Background: an optimization exercise with open tools, aiming at a short achievable clock period and few clock cycles. Do not read the settings as production practice. Only the layout flow was run in this run; the RTL was not checked for function there. No activity file was given, so power comes from the tool's default toggle rates.

## config.mk

```make
export PLATFORM = sky130hd
export DESIGN_NAME = md5_core
export DESIGN_NICKNAME = md5_core
export VERILOG_FILES = /design/flow/design.v
export SDC_FILE = /design/flow/constraint.sdc
export NUM_CORES = 4
export LEC_CHECK = 0
export CAP_MARGIN = 20
export CORE_MARGIN = 2
export CORE_UTILIZATION = 40
export SLEW_MARGIN = 20
```

## run.sh

```bash
#!/bin/bash
# synth_recipe.tcl (not shown) runs the flow's synth.tcl, then flattens the netlist and writes it again
# the make line also repeats each setting of config.mk as NAME=value (left out here)
make -C /OpenROAD-flow-scripts/flow DESIGN_CONFIG=/design/flow/config.mk WORK_HOME=/design/flow/orfs CLKGATE_MAP_FILE= SYNTH_SCRIPT=/design/flow/synth_recipe.tcl finish
```

## design.v

```verilog
module md5_core (
    input  wire        clk,
    input  wire        rst,         
    input  wire        cmd_valid,
    input  wire [31:0] cmd_word,
    output wire        cmd_ready,
    output wire [31:0] status,
    output reg  [31:0] dout0,
    output reg  [31:0] dout1,
    output reg  [31:0] dout2,
    output reg  [31:0] dout3
);
    localparam [7:0] OP_NOP    = 8'h00;
    localparam [7:0] OP_ERRCLR = 8'h0F;
    localparam [7:0] OP_INIT   = 8'h10;
    localparam [7:0] OP_UPD    = 8'h11;
    localparam [7:0] OP_FIN    = 8'h12;
    localparam [7:0] E_OK       = 8'h00;
    localparam [7:0] E_ILLEGAL  = 8'h01;
    localparam [7:0] E_RESERVED = 8'h02;
    localparam [7:0] E_NOT_INIT = 8'h04;
    localparam S_IDLE = 1'b0;
    localparam S_COMP = 1'b1;
    reg         md5v;
    reg  [7:0]  err;
    reg         errs;
    reg  [31:0] st_a, st_b, st_c, st_d;    
    reg  [511:0] blk;                      
    reg  [63:0] count;                     
    reg         state;
    reg  [5:0]  step;
    reg         fin;         
    reg         fin_last;    
    reg  [31:0] wa, wb, wc, wd;            
    assign cmd_ready = (state == S_IDLE);
    assign status    = {15'd0, errs, err, 7'd0, md5v};
    wire [7:0] op = cmd_word[31:24];
    reg  [7:0] chk_err;
    always @(*) begin
        case (op)
            OP_NOP, OP_ERRCLR, OP_INIT:
                chk_err = (cmd_word[23:0] != 24'd0) ? E_RESERVED : E_OK;
            OP_UPD:
                chk_err = (cmd_word[23:8] != 16'd0) ? E_RESERVED :
                          (!md5v)                   ? E_NOT_INIT : E_OK;
            OP_FIN:
                chk_err = (cmd_word[23:0] != 24'd0) ? E_RESERVED :
                          (!md5v)                   ? E_NOT_INIT : E_OK;
            default:
                chk_err = E_ILLEGAL;
        endcase
    end
    wire accept = cmd_valid && cmd_ready;
    wire [5:0] r = count[5:0];               
    wire [63:0] bitlen = {count[60:0], 3'b000};
    reg [511:0] pad_blk;
    integer k;
    always @(*) begin
        for (k = 0; k < 64; k = k + 1) begin
            if (k < r)
                pad_blk[8*k +: 8] = blk[8*k +: 8];
            else if (k == r)
                pad_blk[8*k +: 8] = 8'h80;
            else
                pad_blk[8*k +: 8] = 8'h00;
        end
        if (r <= 6'd55)
            pad_blk[511:448] = bitlen;
    end
    reg [31:0] f;
    reg [3:0]  g;
    reg [4:0]  sh;
    reg [31:0] tc;
    always @(*) begin
        case (step[5:4])
            2'd0: begin f = (wb & wc) | (~wb & wd); g = step[3:0];               end
            2'd1: begin f = (wb & wd) | (wc & ~wd); g = step[3:0] * 4'd5 + 4'd1; end
            2'd2: begin f = wb ^ wc ^ wd;           g = step[3:0] * 4'd3 + 4'd5; end
            default: begin f = wc ^ (wb | ~wd);     g = step[3:0] * 4'd7;        end
        endcase
        case ({step[5:4], step[1:0]})
            4'h0: sh = 5'd7;   4'h1: sh = 5'd12;  4'h2: sh = 5'd17;  4'h3: sh = 5'd22;
            4'h4: sh = 5'd5;   4'h5: sh = 5'd9;   4'h6: sh = 5'd14;  4'h7: sh = 5'd20;
            4'h8: sh = 5'd4;   4'h9: sh = 5'd11;  4'hA: sh = 5'd16;  4'hB: sh = 5'd23;
            4'hC: sh = 5'd6;   4'hD: sh = 5'd10;  4'hE: sh = 5'd15;  default: sh = 5'd21;
        endcase
        case (step)
            6'd0:  tc = 32'hD76AA478; 6'd1:  tc = 32'hE8C7B756; 6'd2:  tc = 32'h242070DB; 6'd3:  tc = 32'hC1BDCEEE;
            6'd4:  tc = 32'hF57C0FAF; 6'd5:  tc = 32'h4787C62A; 6'd6:  tc = 32'hA8304613; 6'd7:  tc = 32'hFD469501;
            6'd8:  tc = 32'h698098D8; 6'd9:  tc = 32'h8B44F7AF; 6'd10: tc = 32'hFFFF5BB1; 6'd11: tc = 32'h895CD7BE;
            6'd12: tc = 32'h6B901122; 6'd13: tc = 32'hFD987193; 6'd14: tc = 32'hA679438E; 6'd15: tc = 32'h49B40821;
            6'd16: tc = 32'hF61E2562; 6'd17: tc = 32'hC040B340; 6'd18: tc = 32'h265E5A51; 6'd19: tc = 32'hE9B6C7AA;
            6'd20: tc = 32'hD62F105D; 6'd21: tc = 32'h02441453; 6'd22: tc = 32'hD8A1E681; 6'd23: tc = 32'hE7D3FBC8;
            6'd24: tc = 32'h21E1CDE6; 6'd25: tc = 32'hC33707D6; 6'd26: tc = 32'hF4D50D87; 6'd27: tc = 32'h455A14ED;
            6'd28: tc = 32'hA9E3E905; 6'd29: tc = 32'hFCEFA3F8; 6'd30: tc = 32'h676F02D9; 6'd31: tc = 32'h8D2A4C8A;
            6'd32: tc = 32'hFFFA3942; 6'd33: tc = 32'h8771F681; 6'd34: tc = 32'h6D9D6122; 6'd35: tc = 32'hFDE5380C;
            6'd36: tc = 32'hA4BEEA44; 6'd37: tc = 32'h4BDECFA9; 6'd38: tc = 32'hF6BB4B60; 6'd39: tc = 32'hBEBFBC70;
            6'd40: tc = 32'h289B7EC6; 6'd41: tc = 32'hEAA127FA; 6'd42: tc = 32'hD4EF3085; 6'd43: tc = 32'h04881D05;
            6'd44: tc = 32'hD9D4D039; 6'd45: tc = 32'hE6DB99E5; 6'd46: tc = 32'h1FA27CF8; 6'd47: tc = 32'hC4AC5665;
            6'd48: tc = 32'hF4292244; 6'd49: tc = 32'h432AFF97; 6'd50: tc = 32'hAB9423A7; 6'd51: tc = 32'hFC93A039;
            6'd52: tc = 32'h655B59C3; 6'd53: tc = 32'h8F0CCC92; 6'd54: tc = 32'hFFEFF47D; 6'd55: tc = 32'h85845DD1;
            6'd56: tc = 32'h6FA87E4F; 6'd57: tc = 32'hFE2CE6E0; 6'd58: tc = 32'hA3014314; 6'd59: tc = 32'h4E0811A1;
            6'd60: tc = 32'hF7537E82; 6'd61: tc = 32'hBD3AF235; 6'd62: tc = 32'h2AD7D2BB; default: tc = 32'hEB86D391;
        endcase
    end
    wire [31:0] xg   = blk[32*g +: 32];
    wire [31:0] t    = wa + f + tc + xg;
    wire [63:0] trot = {t, t} << sh;
    wire [31:0] nb   = wb + trot[63:32];
    wire [31:0] sum_a = st_a + wd;
    wire [31:0] sum_b = st_b + nb;
    wire [31:0] sum_c = st_c + wb;
    wire [31:0] sum_d = st_d + wc;
    always @(posedge clk) begin
        if (rst) begin
            state <= S_IDLE;
            md5v  <= 1'b0;
            err   <= E_OK;
            errs  <= 1'b0;
            dout0 <= 32'd0;
            dout1 <= 32'd0;
            dout2 <= 32'd0;
            dout3 <= 32'd0;
            step  <= 6'd0;
            fin   <= 1'b0;
            fin_last <= 1'b0;
        end else begin
            case (state)
                S_IDLE: if (accept) begin
                    err <= chk_err;
                    if (chk_err != E_OK) begin
                        errs <= 1'b1;
                    end else begin
                        case (op)
                            OP_ERRCLR: errs <= 1'b0;
                            OP_INIT: begin
                                st_a  <= 32'h67452301;
                                st_b  <= 32'hEFCDAB89;
                                st_c  <= 32'h98BADCFE;
                                st_d  <= 32'h10325476;
                                count <= 64'd0;
                                md5v  <= 1'b1;
                            end
                            OP_UPD: begin
                                blk[8*r +: 8] <= cmd_word[7:0];
                                count <= count + 64'd1;
                                if (r == 6'd63) begin
                                    wa <= st_a; wb <= st_b; wc <= st_c; wd <= st_d;
                                    step     <= 6'd0;
                                    fin      <= 1'b0;
                                    fin_last <= 1'b0;
                                    state    <= S_COMP;
                                end
                            end
                            OP_FIN: begin
                                blk <= pad_blk;
                                wa <= st_a; wb <= st_b; wc <= st_c; wd <= st_d;
                                step     <= 6'd0;
                                fin      <= 1'b1;
                                fin_last <= (r <= 6'd55);
                                state    <= S_COMP;
                            end
                            default: ;
                        endcase
                    end
                end
                S_COMP: begin
                    wa <= wd;
                    wb <= nb;
                    wc <= wb;
                    wd <= wc;
                    step <= step + 6'd1;
                    if (step == 6'd63) begin
                        st_a <= sum_a;
                        st_b <= sum_b;
                        st_c <= sum_c;
                        st_d <= sum_d;
                        if (fin && !fin_last) begin
                            blk      <= {bitlen, 448'd0};
                            wa <= sum_a; wb <= sum_b; wc <= sum_c; wd <= sum_d;
                            fin_last <= 1'b1;
                        end else begin
                            if (fin) begin
                                dout0 <= sum_a;
                                dout1 <= sum_b;
                                dout2 <= sum_c;
                                dout3 <= sum_d;
                                md5v  <= 1'b0;
                            end
                            state <= S_IDLE;
                        end
                    end
                end
            endcase
        end
    end
endmodule
```

## constraint.sdc

```tcl
create_clock -name core_clock -period 12.0 [get_ports {clk}]
set_input_delay 2.4000 -clock core_clock [delete_from_list [all_inputs] [get_ports {clk}]]
set_output_delay 2.4000 -clock core_clock [all_outputs]
set_load 0.01 [all_outputs]
```

==> key figures <==
Drt
  • Post-DRT Antenna Nets: 0
  • First DRT Iteration DRCs: around 8000
  • Total wire length: 257000 um
  • Vias per inst: 6.11
  • Routed len/inst: 26.4 um
  • First-pass DRT Iterations: 6
  • Vias after detailed routing: 59300
  • Post-route DRC: 0

Finish
  • Most frequent cells in the layout: nand2_1 (1154), edfxtp_1 (829), nor2_1 (792)
  • Area grow syn2layout: 13.1%
  • Biggest regs: blk (512), count (61)
  • Final Non-Filler Cells: 9715
  • Max reg flops: 512
  • Biggest register: blk
  • Most common cell after layout, fill and taps aside: nand2_1
  • Layout cells sized above 1: 10.1%
  • Finished Core Util: 45.5%
  • Final net count: 7710

STA
  • Fmax: just under 90 MHz
  • Fin. Hold Viols: 0
  • Clk_skew: just under 90 ps
  • Period minus WS final: 11430 ps
  • Worst-margin pin slew: 1200 ps
  • Period utilization: 95.3%
  • Slew Limit Fails: 0
  • Normalized max-slew margin: 18.0%
  • Finish-stage setup viols: 0

Synth
  • Synth Area in Adders: 6.11%
  • Mapped cell area: 67900 sq um
  • Synth warnings: 1
  • Avg Cell Area, Syn: 9.23 sq um
  • Synth top area cells: edfxtp_1 (37%), nand2_1 (6.4%), mux2i_1 (6.2%)
  • Post-Syn Instances: 7358
  • Synth Area in Simple Gates: 17.7%
  • Synth Area in Compound Gates: between 10% and 20%
  • Yosys top cell area share: 36.7%
  • Synth area leader: edfxtp_1
  • FF+latch count, synth: a little over 1000
  • Ys flop type: edfxtp_1
  • Sequential cell area fraction in the yosys report: a little over two fifths
  • Largest family of logic cells by synthesized area: simple AND/OR/NAND/NOR gates
  • Post-synth cell types: 97
  • Asr flop ratio synth: 0%
  • Post-synthesis xor/xnor area fraction: 3.54%
  • Post-synth EDFFs: around 830
  • Fraction of synthesized area in multiplexers: 11.3%

Clock network
  • Clock Path Buffers: 3
  • Worst-Skew Late Latency: 820 ps
  • CTS Hold Buffers Added: 0
  • CTS root buf: clkbuf_16
  • CTS tree: built
  • TritonCTS Buffers: 115
  • Clock net sink count: ~1000
  • H-Tree Depth: 3
  • Worst-path clk slew: ~60 ps

Worst setup path
  • Crit path DAT: about 12000 ps
  • R2R depth: 52
  • Reg-to-reg slack, setup: between 500 and 600 ps
  • R2R Path Start: step[0]
  • Reg-to-reg endpoint: st_b[31]
  • CP max stage delay: 640 ps
  • Required @ worst endpoint: 12500 ps
  • Critical Path End Type: flop
  • CP max-delay cell: a2111oi_1
  • Critical path class: flop to flop
  • Startpoint Class: flop
  • WP buf/inv: 8
  • Crit path max-delay family: compound AO/OA/AOI/OAI gates
  • Critical-path maximum fanout: 17

Floorplanning
  • Die Span Y: a little over 400 um
  • Initial Utilization: 40.2%
  • Die W: a little over 400 um
  • Io pins: 196
  • Area of the core: about 170000 sq um
  • Cell row count: approximately 150
  • Area of the die: between 150000 and 200000 sq um

Placement
  • I/O Buffers: between 150 and 200
  • Cells after DPL: 9464
  • Detailed placer's ending HPWL: roughly 190000 um
  • Routability congestion estimate from global placement: 1.01

Power and ir drop
  • Leakage power: 0.0295 uW
  • Design Power: 7560 uW
  • P per Cell Area: ~98 nW/um^2
  • Maximum vdd drop: approximately 0.11 mV

Global route
  • Gr usage total: 28.6%
  • Initial antenna violation count: 17
  • Total congestion overflow: 0
  • Global-route wire length before repair: 373000 um
  • Largest net degree at the start of global routing: about 190
  • Vias in the first global route: 54700

Hold path
  • Hold_sp: dout3[20]
  • Hold Crit Class: flop to flop
  • Endpoint of the worst hold path: dout3[20]
  • Hold Path Depth: 2

Status
  • Status: complete, no violations

Flow run
  • Max Cap Viol: 0
==> logic make-up (layout without fill, tap and decap cells) <==
| family | after synthesis | in the layout |
|---|---|---|
| DFF | 1008 | 1008 |
| and+or+nand+nor | 2759 | 2760 |
| xor gates and xnor gates | 270 | 270 |
| AOI/OAI and AO/OA | 1723 | 1723 |
| muxes | 597 | 597 |
| adders and majority gates | 290 | 290 |
| other | 1 | 36 |
| buffers and inverters | 710 | 813 |
==> worst reg2reg max path, delay by kind of cell (launching register included) <==
kind            cells  cell delay (ps)
flops               1              390
mux                 2              360
xor+xnor            6             1320
buf+inv             8              970
simple gates       11             1560
fa+ha+maj           7             2490
compound gates     18             4030
==> how the worst max path moves through the flow <==
| stage | startpoint | cells past startpoint | slack [ps] | to |
|---|---|---|---|---|
| floorplan | step[1] | 52 | 1040 | wb[30] |
| global placement | step[0] | 56 | 110 | wb[29] |
| detailed placement | step[0] | 55 | 30 | wb[30] |
| CTS | step[0] | 56 | 60 | wb[29] |
| global route | step[0] | 55 | -70 | wb[30] |
| finish | step[0] | 52 | 570 | st_b[31] |
==> synth_stat cells (all sizes together), types with 124 or more instances <==
library cell  number
nand2           1159
mux4             132
nand3            255
o21ai            335
nor2             806
nor3             126
a31oi            174
ha               221
mux2i            419
xnor2            144
xor2             124
edfxtp           829
inv              169
dfxtp            179
a21oi            705
clkbuf           434
==> repair_timing <==
action,CTS,global route
pin swaps,0,14
resized for setup,2,56
endpoints found under the setup margin,2,38
setup buffers,0,19
cloned,0,2
==> metal layers <==
metal | wire length (um) | global-route usage (%) | part of all wire (%)
met3 | 27600 | 6.16 | 11
met2 | 106000 | 40.5 | 41
met5 | 23 | 0 | 0.0090
met1 | 111000 | 41.8 | 43
met4 | 11700 | 12.2 | 4.6
==> metrics by stage <==
step           hold slack (ps)  setup slack [ps]  setup TNS [ps]  instance area, sq um
6_report                   454               566               0                 76800
5_1_grt                    474             -69.7            -146                 76800
4_1_cts                    455              64.2               0                 76300
3_5_place_dp               449              29.0               0                 72300
3_3_place_gp               445               106               0                 72300
2_1_floorplan              456              1040               0                 68000
==> cell type report <==
cell class	count	area (sq um)
timing repair buffer	419	3730
sequential	1008	28500
multi-input combinational	5667	37200
inverter	174	653
antenna	9	22.5
clock inverter	72	792
fill	16300	92100
clock buffer	148	3160
tap	2218	2780
==> power by group <==
part           switching, uW  total, uW  internal [uW]
Sequential              1.96       3730           3730
Clock                   1610       3750           2130
Combinational           63.9       82.9           18.9

what the ideal ports hide:
The results above use ideal ports. As a check the final layout listed here was re-extracted and re-timed, cells and wires unchanged.
Step 1 assumes that a clkbuf_16 drives the clock port and a buf_2 every other input.
Step 2 adds t to the input delays and takes it off the output delays; t is the mean of the earliest and latest rising clock arrival at the registers after step 1. Input paths then give back, and output paths get back, about the clock's delay inside the block.
Three values: no drivers, after step 1, after step 2; two values: the first two.
t (ns): 0.851
slack for setup (ns): 0.566 / 0.566 / 0.566
hold WS [ns]: 0.454 / 0.454 / 0.454
worst register clock-pin slew, ns: 0.07 / 0.07
worst slew at a driven data input, ns: 0.28
After both steps setup and hold are still met in this run. The setup slack of this run moves by 0.000 ns with the drivers and by 0.000 ns with both steps.
